Context: an optimization exercise on an open-source flow, tuned for small area, a short achievable clock period and few clock cycles. The choices shown serve that exercise and are no tape-out recipe. Where RTL was checked, it was by simulation tests only, not by an equivalence proof against the original. No activity file was given, so power comes from the tool's default toggle rates.

## red
==> flow/design.v (excerpt) <==
module rq_core (
    input  wire        clk,
    input  wire        rst,         
    input  wire        cmd_valid,
    output wire        cmd_ready,
    input  wire [31:0] cmd_data,
    output reg         out_valid,
    output reg  [15:0] out_data
);
    localparam [1:0] ST_UNCONF = 2'd0, ST_READY = 2'd1, ST_ERROR = 2'd2;
    localparam [2:0] C_CFG_TARGET = 3'd1, C_CFG_RATES = 3'd2,
                     C_PROTOCOL   = 3'd3, C_ILLEGAL   = 3'd4;
    localparam integer P_HDR   = 0,    
                       P_CFG   = 1,    
                       P_PRATE = 2,    
                       P_DIV   = 3,    
                       P_CHK   = 4,    
                       P_EMIT0 = 5,    
                       P_EMIT1 = 6,    
                       P_SAMP  = 7,    
                       P_DROP  = 8;    
    reg [1:0]  state;
    reg [2:0]  cause;
    reg [30:0] trate;         
    reg [8:0]  ph;            
    reg        rdy;           
    reg        is_err;        
    reg        first;         
    reg [32:0] rreg;          
    reg [23:0] remain;        
    reg [23:0] qr;            
    reg        qz;            
    reg [4:0]  cnt;           
    reg        cz;            
    reg [32:0] acc;           
    reg        s_valid;
    reg [24:0] s_data;
    assign cmd_ready = rdy;
    wire       hs   = cmd_valid & rdy;
    wire [7:0] op   = cmd_data[31:24];
    wire [23:0] len = cmd_data[23:0];
    wire [24:0] kq;
    wire [15:0] q;
    rq_qnt_pre u_pre (.w(cmd_data), .k(kq));
    rq_qnt     u_qnt (.k(s_data), .q(q));
    wire        samp  = ph[P_SAMP] | ph[P_EMIT1];
    wire        cnt_z = cz;
    wire        bit_n = qr[23];
    wire        cina  = ~first;
    wire [33:0] sa2   = {acc, 1'b1} + {~rreg, cina};
    wire [32:0] sum_a = sa2[33:1];
    wire        a_neg = sum_a[32];
  ...
For scale: roughly 1900 cells after synthesis, ~53 I/O pins, ~0.017 sq mm of cells after synthesis.
clock: 12.0 ns
lec_check: 0
cap_margin: 20
core_margin: 2
core_utilization: 40
slew_margin: 20
standard.sh (not shown) runs the stock make flow with config.mk's settings and CLKGATE_MAP_FILE= SYNTH_SCRIPT=/design/flow/synth_recipe.tcl, a recipe that flattens the netlist after the stock synthesis.
==> flow/flow/run.sh <==
#!/bin/bash
# Standard layout, with timing repair aimed below the clock period:
# repair_timing works to a setup slack of SETUP_SLACK_MARGIN ns.
set -euo pipefail
export SETUP_SLACK_MARGIN=8
bash standard.sh > standard_flow.log 2>&1
Inputs modified between red and blue:
==> flow/flow/run.sh <==
#!/bin/bash
# Standard layout without the full/half-adder cell mapping in synthesis,
# and with timing repair aimed below the clock period (setup slack target
# SETUP_SLACK_MARGIN ns).
set -euo pipefail
export SETUP_SLACK_MARGIN=8
export ADDER_MAP_FILE=
bash standard.sh > standard_flow.log 2>&1
Results
blue: no failed stages, no open violations at the end. Post-layout utilization of the core: blue < red. Going from red to blue, the count of cell instances traversed by the critical path was found to have gone down by 7. Fmax: blue below red. Of the two values seen for slowest library cell on the worst path, sky130_fd_sc_hd__or4_4 was produced by blue and sky130_fd_sc_hd__fa_2 by red. Per the comparison of blue with red, met3 global-route usage saw little to no change, synthesized cell count saw a decrease.
No functional check of the RTL was part of any run of this note.

* * *

Another version of the RTL of rq_core (not shown whole).
For scale: roughly 210 flip-flops, about 53 I/O pins.
clock: 12.0 ns
lec_check: 0
cap_margin: 20
core_margin: 2
core_utilization: 40
slew_margin: 20
run.sh (not shown) runs the stock make flow with config.mk's settings and CLKGATE_MAP_FILE= SYNTH_SCRIPT=/design/flow/synth_recipe.tcl, a recipe that flattens the netlist after the stock synthesis.
Stock flow here: none of the scripts above is used.
Testbench counts at the start, summed over its fixed seeds: cycles 77,638.
Then changed:
- SETUP_SLACK_MARGIN: unset -> 5
Synthesized cell count does not change.
Via count does not change.
Critical path depth stays the same.
Core utilization does not change.
Sequential cell count does not change.
Clock-buffer cell count does not change.
Setup slack is unchanged.

* * *

Another version of the RTL of rq_core (not shown whole).
Size in the first run: ~250 flip-flops, roughly 53 I/O pins, roughly 17000 µm² of cells after synthesis.
==> flow/config.mk <==
export PLATFORM = sky130hd
export DESIGN_NAME = rq_core
export DESIGN_NICKNAME = rq_core
export VERILOG_FILES = /design/flow/design.v
export SDC_FILE = /design/flow/constraint.sdc
export NUM_CORES = 4
export LEC_CHECK = 0
export CAP_MARGIN = 20
export CORE_MARGIN = 2
export CORE_UTILIZATION = 40
export SLEW_MARGIN = 20
==> flow/constraint.sdc <==
create_clock -name core_clock -period 12.0 [get_ports {clk}]
set_input_delay 2.4000 -clock core_clock [delete_from_list [all_inputs] [get_ports {clk}]]
set_output_delay 2.4000 -clock core_clock [all_outputs]
set_load 0.01 [all_outputs]
standard.sh (not shown) runs the stock make flow with config.mk's settings and CLKGATE_MAP_FILE= SYNTH_SCRIPT=/design/flow/synth_recipe.tcl, a recipe that flattens the netlist after the stock synthesis.
==> flow/flow/run.sh <==
#!/bin/bash
# Standard layout, with timing repair aimed below the clock period:
# repair_timing works to a setup slack of SETUP_SLACK_MARGIN ns.
set -euo pipefail
export SETUP_SLACK_MARGIN=8
bash standard.sh > standard_flow.log 2>&1
Testbench counts at the start, summed over its fixed seeds: cycles 77,367.
==> next run, changes <==
- CORE_UTILIZATION: 40 -> 60
- CTS_BUF_LIST: default -> sky130_fd_sc_hd__clkbuf_4 sky130_fd_sc_hd__clkbuf_8
- CTS_CLUSTER_SIZE: default -> 25
Effect: Wire length went down by a few percent; count of clock-buffer cells in the layout went up by 26; global-route usage grows by 11 points; design area falls by a few percent; clock skew increases by 0.039 ns.
==> next run, changes <==
- CORE_UTILIZATION: 60 -> 50
- CTS_CLUSTER_SIZE: 25 -> default
Cell count goes up by 4.0%.
Area after synthesis is unchanged.
First-iteration DRC count shrinks by 16%.
Routed wire length increases by 6.1%.
Total power goes up by 2.3%.
Global-route usage shrinks by 3.9 points.
Flip-flop and latch count stays the same.
Final area grows by 2.0%.

* * *

rq_core, a different RTL version from the one above (not shown whole).
Size: roughly 2000 cells after synthesis, roughly 250 flip-flops, roughly 53 I/O pins, ~17000 µm² of cells after synthesis.
export LEC_CHECK = 0
export CAP_MARGIN = 20
export CORE_MARGIN = 2
export CORE_UTILIZATION = 50
export CTS_BUF_LIST = sky130_fd_sc_hd__clkbuf_4 sky130_fd_sc_hd__clkbuf_8
export SLEW_MARGIN = 20
export TNS_END_PERCENT = 5
create_clock -name core_clock -period 12.0 [get_ports {clk}]
Scripts as last shown in full above: flow/flow/run.sh
The first run ran to the end with no violations.
Testbench counts at the start, summed over its fixed seeds: cycles 77,367.
Edit:
==> flow/flow/run.sh (replaced) <==
#!/bin/bash
# Standard layout, with timing repair aimed below the clock period
# (setup slack target SETUP_SLACK_MARGIN ns) and the port buffers made
# with buf_4 cells.
set -euo pipefail
export SETUP_SLACK_MARGIN=8.3
export BUFFER_PORTS_ARGS="-buffer_cell sky130_fd_sc_hd__buf_4"
bash standard.sh > standard_flow.log 2>&1
- ABC_AREA: default -> 1
- CORE_UTILIZATION: 50 -> 70
Routed wire length fell by 2.1%.
Register-to-register slack gains 130 ps.
Setup slack gets better by 140 ps.
Global-route usage increases by 10 points.
Edit:
==> flow/flow/run.sh (replaced) <==
#!/bin/bash
# Standard layout, with timing repair aimed below the clock period:
# repair_timing works to a setup slack of SETUP_SLACK_MARGIN ns.
set -euo pipefail
export SETUP_SLACK_MARGIN=8.6
bash standard.sh > standard_flow.log 2>&1
- CORE_UTILIZATION: 70 -> 50
Outcome: Critical path depth came out lower by 3; non-clock buffer count came out higher by 52; count of clock-buffer cells in the layout does not change; setup slack improves by 160 ps; synthesized area does not change.
Edit:
==> flow/flow/run.sh (replaced) <==
#!/bin/bash
# Standard layout, with timing repair aimed below the clock period
# (setup slack target SETUP_SLACK_MARGIN ns) and the port buffers made
# with buf_4 cells.
set -euo pipefail
export SETUP_SLACK_MARGIN=8.7
export BUFFER_PORTS_ARGS="-buffer_cell sky130_fd_sc_hd__buf_4"
bash standard.sh > standard_flow.log 2>&1
=> Global-route usage barely changes. Via count is lower by 0.35%. Combinational power is about the same. Hold slack improves by 12 ps. Critical path depth does not change. Register-to-register slack degrades by 50 ps. Clock skew decreases by 6.6 ps.

* * *

Setup of before:
The RTL this note starts from:
==> flow/design.v <==
module rq_qnt_pre (
    input  wire [31:0] w,
    output wire [24:0] k         
);
    wire        s = w[31];
    wire [7:0]  e = w[30:23];
    wire [22:0] f = w[22:0];
    wire brw   = {f[6:0], 1'b0} < {f[21:15], f[14:0] != 15'd0};
    wire exact = (e == 8'd127 && f[21:0] == 22'd0) || (e == 8'd126 && f == 23'd0);
    wire nan   = (e == 8'd255) && (f != 23'd0);
    wire big   = e[7];                       
    wire tiny  = ~e[7] & ~(e[6:4] == 3'b111) & ~(e[6:0] == 7'h6f);   
    wire [1:0]  cls = (nan | tiny) ? 2'b01 : big ? 2'b10 : 2'b00;
    wire [2:0]  d   = 3'd2 + {2'b0, f[22]} + {2'b0, brw} + {2'b0, s & exact};
    wire [16:0] y   = {1'b1, f[22:7]} - {14'd0, d};
    wire [4:0]  a   = {~e[4], ~e[3:0]};      
    assign k = {s, cls, a, y};
endmodule
module rq_qnt (
    input  wire [24:0] k,
    output wire [15:0] q
);
    wire        s     = k[24];
    wire [1:0]  cls   = k[23:22];
    wire [4:0]  a     = k[21:17];
    wire [16:0] y     = k[16:0];
    wire [17:0] xs  = {s, y ^ {17{s}}};
    wire [17:0] t   = $signed(xs) >>> a;
    wire [17:0] u   = t + 18'd1;
    wire        ovf = u[17] ^ u[16];
    assign q = cls[0]         ? 16'h0000 :
               (cls[1] | ovf) ? {s, {15{~s}}} : u[16:1];
endmodule
module rq_core (
    input  wire        clk,
    input  wire        rst,         
    input  wire        cmd_valid,
    output wire        cmd_ready,
    input  wire [31:0] cmd_data,
    output reg         out_valid,
    output reg  [15:0] out_data
);
    localparam [1:0] ST_UNCONF = 2'd0, ST_READY = 2'd1, ST_ERROR = 2'd2;
    localparam [2:0] C_CFG_TARGET = 3'd1, C_CFG_RATES = 3'd2,
                     C_PROTOCOL   = 3'd3, C_ILLEGAL   = 3'd4;
    localparam integer P_HDR   = 0,    
                       P_CFG   = 1,    
                       P_PRATE = 2,    
                       P_DIV   = 3,    
                       P_CHK   = 4,    
                       P_EMIT0 = 5,    
                       P_EMIT1 = 6,    
                       P_SAMP  = 7,    
                       P_DROP  = 8;    
    reg [1:0]  state;
    reg [2:0]  cause;
    reg [30:0] trate;         
    reg [8:0]  ph;            
    reg        rdy;           
    reg        is_err;        
    reg        first;         
    reg [32:0] rreg;          
    reg [23:0] remain;        
    reg [23:0] qr;            
    reg        qz;            
    reg [4:0]  cnt;           
    reg [32:0] acc;           
    reg        s_valid;
    reg [24:0] s_data;
    assign cmd_ready = rdy;
    wire       hs   = cmd_valid & rdy;
    wire [7:0] op   = cmd_data[31:24];
    wire [23:0] len = cmd_data[23:0];
    wire [24:0] kq;
    wire [15:0] q;
    rq_qnt_pre u_pre (.w(cmd_data), .k(kq));
    rq_qnt     u_qnt (.k(s_data), .q(q));
    wire        samp  = ph[P_SAMP] | ph[P_EMIT1];
    wire        cnt_z = (cnt == 5'd0);
    wire        bit_n = qr[23];
    wire        cina  = ~first;
    wire [32:0] sum_a = acc + ~rreg + {32'd0, cina};
    wire        a_neg = sum_a[32];
    wire        x_zero = ph[P_PRATE] | ph[P_CHK] | first;
    wire        x_dbl  = ph[P_DIV] & ~first;
    wire [32:0] x_b    = x_zero ? 33'd0 : x_dbl ? {acc[31:0], 1'b0} : acc;
    wire        z_sub  = ph[P_EMIT0] | samp;
    wire        z_t    = ph[P_PRATE] | ph[P_CHK] | (ph[P_DIV] & bit_n & ~cnt_z);
    wire [32:0] z_b    = z_sub ? ~{1'b0, trate, 1'b0} : z_t ? {2'b0, trate} : 33'd0;
    wire [32:0] sum_b  = x_b + z_b + {32'd0, z_sub};
    wire        pick = acc[32] & ~qz;
    wire        rbad = rreg[31] | ~a_neg;    
    wire        ge   = ~a_neg;               
    wire        len_small = (len[23:9] == 15'd0);
    wire        hdr_ill = ~(cmd_data == 32'h0300_0000) & ~(cmd_data == 32'h0100_0000) &
                          ~(op == 8'h02) & (state != ST_ERROR);
    wire        cfg_err = (state == ST_UNCONF) & (cmd_data[31] | (cmd_data == 32'd0));
    wire        samp_hs = (ph[P_SAMP] | ph[P_EMIT1]) & hs;
    wire        acc_a   = (ph[P_DIV] & ~first & ge) | (samp_hs & pick);
    wire        acc_en  = acc_a | (ph[P_PRATE] & hs) | ph[P_DIV] | ph[P_CHK] | ph[P_EMIT0] | samp_hs;
    wire        qr_ld     = ph[P_HDR] & hs;
    wire        qr_inc_en = (ph[P_DIV] & ~first & ge) | (ph[P_CHK] & ge);
    wire        qr_shl    = ph[P_DIV] & (first | ~ge) & ~cnt_z;
    wire        qr_dec_en = samp_hs & pick;
    wire [23:0] qr_inc = qr + 24'd1;
    wire [23:0] qr_dec = qr - 24'd1;
    wire        qr_one = (qr == 24'd1);
    wire [23:0] rm_dec = remain - 24'd1;
    wire        rm_one = (remain == 24'd1);
    wire        rm_z   = (remain == 24'd0);
    reg [8:0]  nph;
    always @* begin
        nph = ph;
        if (hs & (ph[P_SAMP] | ph[P_DROP] | ph[P_EMIT1]) & rm_one) begin
            nph = 9'd0; nph[P_HDR] = 1'b1;
        end else if (ph[P_EMIT1]) begin
            nph = 9'd0;
            if (rm_z)        nph[P_HDR]  = 1'b1;
            else if (is_err) nph[P_DROP] = 1'b1;
            else             nph[P_SAMP] = 1'b1;
        end else if (ph[P_HDR] & hs) begin
            nph = 9'd0;
            if (cmd_data == 32'h0300_0000)      nph[P_HDR]   = 1'b1;
            else if (cmd_data == 32'h0100_0000) nph[P_CFG]   = 1'b1;
            else if (op == 8'h02)               nph[P_PRATE] = 1'b1;
            else if (state != ST_ERROR)         nph[P_EMIT0] = 1'b1;
            else                                nph[P_HDR]   = 1'b1;
        end else if (ph[P_CFG] & hs) begin
            nph = 9'd0;
            if (state == ST_ERROR)                              nph[P_HDR]   = 1'b1;
            else if (state == ST_READY)                         nph[P_EMIT0] = 1'b1;
            else if (cmd_data[31] || cmd_data == 32'd0)         nph[P_EMIT0] = 1'b1;
            else                                                nph[P_HDR]   = 1'b1;
        end else if (ph[P_PRATE] & hs) begin
            nph = 9'd0;
            if (state == ST_ERROR)       nph[rm_z ? P_HDR : P_DROP] = 1'b1;
            else if (state == ST_UNCONF) nph[P_EMIT0] = 1'b1;
            else                         nph[P_DIV]   = 1'b1;
        end else if (ph[P_DIV]) begin
            if (first ? rbad : (!ge && cnt_z)) begin
                nph = 9'd0;
                nph[first ? P_EMIT0 : P_CHK] = 1'b1;
            end
        end else if (ph[P_CHK]) begin
            nph = 9'd0; nph[P_EMIT0] = 1'b1;
        end else if (ph[P_EMIT0]) begin
            nph = 9'd0; nph[P_EMIT1] = 1'b1;
        end
    end
    always @(posedge clk) begin
        s_data   <= kq;
        out_data <= ph[P_EMIT0] ? (is_err ? 16'he000 : {8'h10, qr[23:16]}) :
                    ph[P_EMIT1] ? (is_err ? {13'd0, cause} : qr[15:0]) : q;
        if (rst) begin
            state     <= ST_UNCONF;
            cause     <= 3'd0;
            ph        <= 9'd1;
            rdy       <= 1'b1;
            out_valid <= 1'b0;
            s_valid   <= 1'b0;
            first     <= 1'b0;
        end else begin
            ph        <= nph;
            rdy       <= nph[P_HDR] | nph[P_CFG] | nph[P_PRATE] | nph[P_SAMP] | nph[P_DROP] |
                         (nph[P_EMIT1] & ~is_err & ~rm_z);
            out_valid <= s_valid | ph[P_EMIT0] | ph[P_EMIT1];
            if (acc_en) acc <= acc_a ? sum_a : sum_b;
            if (qr_ld | qr_inc_en | qr_shl | qr_dec_en)
                qr <= qr_ld ? (len_small ? {len[8:0], 15'd0} : len) :
                      qr_inc_en ? qr_inc : qr_shl ? {qr[22:0], 1'b0} : qr_dec;
            if (qr_ld) cnt <= len_small ? 5'd9 : 5'd24;
            else if (qr_shl) cnt <= cnt - 5'd1;
            if (ph[P_PRATE] & hs) rreg <= {cmd_data[31], cmd_data};
            else if (ph[P_EMIT0]) rreg <= {sum_a[31:0], 1'b0};    
            if (ph[P_HDR] & hs) remain <= hdr_ill ? 24'd0 : len;
            else if ((ph[P_SAMP] | ph[P_EMIT1] | ph[P_DROP]) & hs) remain <= rm_dec;
            if (ph[P_EMIT0]) qz <= (qr == 24'd0);
            else if (qr_dec_en) qz <= qr_one;
            s_valid <= samp_hs & pick;
            if (ph[P_PRATE] & hs) first <= (state == ST_READY);
            else if (ph[P_DIV]) first <= 1'b0;
            if (ph[P_HDR] & hs) begin
                if (cmd_data == 32'h0300_0000) begin
                    state <= ST_UNCONF;
                    cause <= 3'd0;
                end else if (hdr_ill) begin
                    state  <= ST_ERROR;
                    cause  <= C_ILLEGAL;
                    is_err <= 1'b1;
                end
            end
            if (ph[P_CFG] & hs & (state != ST_ERROR)) begin
                if (state == ST_READY) begin
                    state  <= ST_ERROR;
                    cause  <= C_PROTOCOL;
                    is_err <= 1'b1;
                end else if (cfg_err) begin
                    state  <= ST_ERROR;
                    cause  <= C_CFG_TARGET;
                    is_err <= 1'b1;
                end else begin
                    trate <= cmd_data[30:0];
                    state <= ST_READY;
                end
            end
            if (ph[P_PRATE] & hs) begin
                if (state == ST_UNCONF) begin
                    state  <= ST_ERROR;
                    cause  <= C_PROTOCOL;
                    is_err <= 1'b1;
                end else if (state == ST_READY) begin
                    is_err <= 1'b0;
                end
            end
            if (ph[P_DIV] & first & rbad) begin
                state  <= ST_ERROR;
                cause  <= C_CFG_RATES;
                is_err <= 1'b1;
            end
        end
    end
endmodule
export LEC_CHECK = 0
export CAP_MARGIN = 20
export CORE_MARGIN = 2
export CORE_UTILIZATION = 40
export SLEW_MARGIN = 20
create_clock -name core_clock -period 12.0 [get_ports {clk}]
==> flow/flow/run.sh <==
#!/bin/bash
# Standard layout, with timing repair aimed below the clock period:
# repair_timing works to a setup slack of SETUP_SLACK_MARGIN ns.
set -euo pipefail
export SETUP_SLACK_MARGIN=8
bash standard.sh > standard_flow.log 2>&1
before went all the way through the flow, and no timing, DRC or antenna check failed.
Setup changes, before to after
--- a/flow/flow/run.sh
+++ b/flow/flow/run.sh
@@ -3,4 +3,4 @@
 # repair_timing works to a setup slack of SETUP_SLACK_MARGIN ns.
 set -euo pipefail
-export SETUP_SLACK_MARGIN=8
+export SETUP_SLACK_MARGIN=6
 bash standard.sh > standard_flow.log 2>&1
Findings:
Of after and before, it is after that has the higher arrival time of data at the critical path endpoint. Routed wire length delta (after − before): favourable. When after is set beside before, its minimum setup slack after placement turns out to be 0.29 ns smaller. Sort after and before by global-route usage asc -> top: after. From after to before, synthesized area per cell did not move at all. after: all stages complete, timing, DRC and antenna checks passed. Post-route minimum period ended up 1.05 ns higher on after than on before. Relative contribution of sequential cells to total power, after and before, higher one = after. after vs before — layout multi-input combinational cell count dropped slightly.
No run of this note included a check of the RTL's function; only the layout flow was run.

[separate check: timing with driven ports]
In the flow no input, the clock included, has a driving cell. The finished layouts below were timed again as built, in two steps. Step 1, drivers: a clkbuf_16 drives clk and a buf_2 each remaining input, both assumed. Step 2 adds t to the input delays and takes it off the output delays; t is the mean of the earliest and latest rising clock arrival at the registers after step 1. Input paths then give back, and output paths get back, about the clock's delay inside the block. a / b / c = no drivers / after step 1 / after step 2; a / b = the first two.
| run | t, ns | slack for setup (ns) | hold slack, ns | latest minus earliest clock arrival (ns) | slew at the worst register clock pin (ns) |
|---|---|---|---|---|---|
| red | 0.622 | 7.153 / 7.161 / 6.539 | 0.477 / 0.477 / 0.477 | 0.026 / 0.026 | 0.07 / 0.07 |
| blue | 0.599 | 6.924 / 6.929 / 6.330 | 0.503 / 0.503 / 0.503 | 0.011 / 0.011 | 0.06 / 0.06 |
| the first run of note 2 | 0.595 | 5.657 / 5.657 / 5.657 | 0.472 / 0.472 / 0.472 | 0.017 / 0.017 | 0.06 / 0.06 |
| the second run of note 2 | 0.595 | 5.657 / 5.657 / 5.657 | 0.472 / 0.472 / 0.472 | 0.017 / 0.017 | 0.06 / 0.06 |
| the first run of note 3 | 0.639 | 7.958 / 7.968 / 7.329 | 0.355 / 0.355 / 0.355 | 0.015 / 0.015 | 0.07 / 0.07 |
| the second run of note 3 | 0.615 | 7.877 / 7.901 / 7.286 | 0.382 / 0.382 / 0.382 | 0.054 / 0.054 | 0.07 / 0.07 |
| the third run of note 3 | 0.679 | 7.988 / 7.974 / 7.295 | 0.365 / 0.365 / 0.365 | 0.033 / 0.033 | 0.07 / 0.07 |
| the first run of note 4 | 0.655 | 8.005 / 7.974 / 7.359 | 0.352 / 0.352 / 0.352 | 0.043 / 0.043 | 0.07 / 0.07 |
| the second run of note 4 | 0.597 | 8.149 / 8.149 / 7.614 | 0.374 / 0.374 / 0.374 | 0.031 / 0.031 | 0.07 / 0.07 |
| the third run of note 4 | 0.664 | 8.306 / 8.336 / 7.672 | 0.328 / 0.328 / 0.328 | 0.053 / 0.052 | 0.07 / 0.07 |
| the fourth run of note 4 | 0.651 | 8.330 / 8.338 / 7.688 | 0.339 / 0.339 / 0.339 | 0.043 / 0.043 | 0.07 / 0.07 |
| before | 0.628 | 7.308 / 7.302 / 6.674 | 0.484 / 0.484 / 0.484 | 0.026 / 0.026 | 0.07 / 0.07 |
| after | 0.623 | 6.256 / 6.282 / 5.659 | 0.500 / 0.500 / 0.500 | 0.035 / 0.035 | 0.07 / 0.07 |
After both steps every run listed still meets setup and hold. The setup slack of the third run of note 3, which loses most, moves by -0.014 ns with the drivers and by -0.693 ns with both steps.
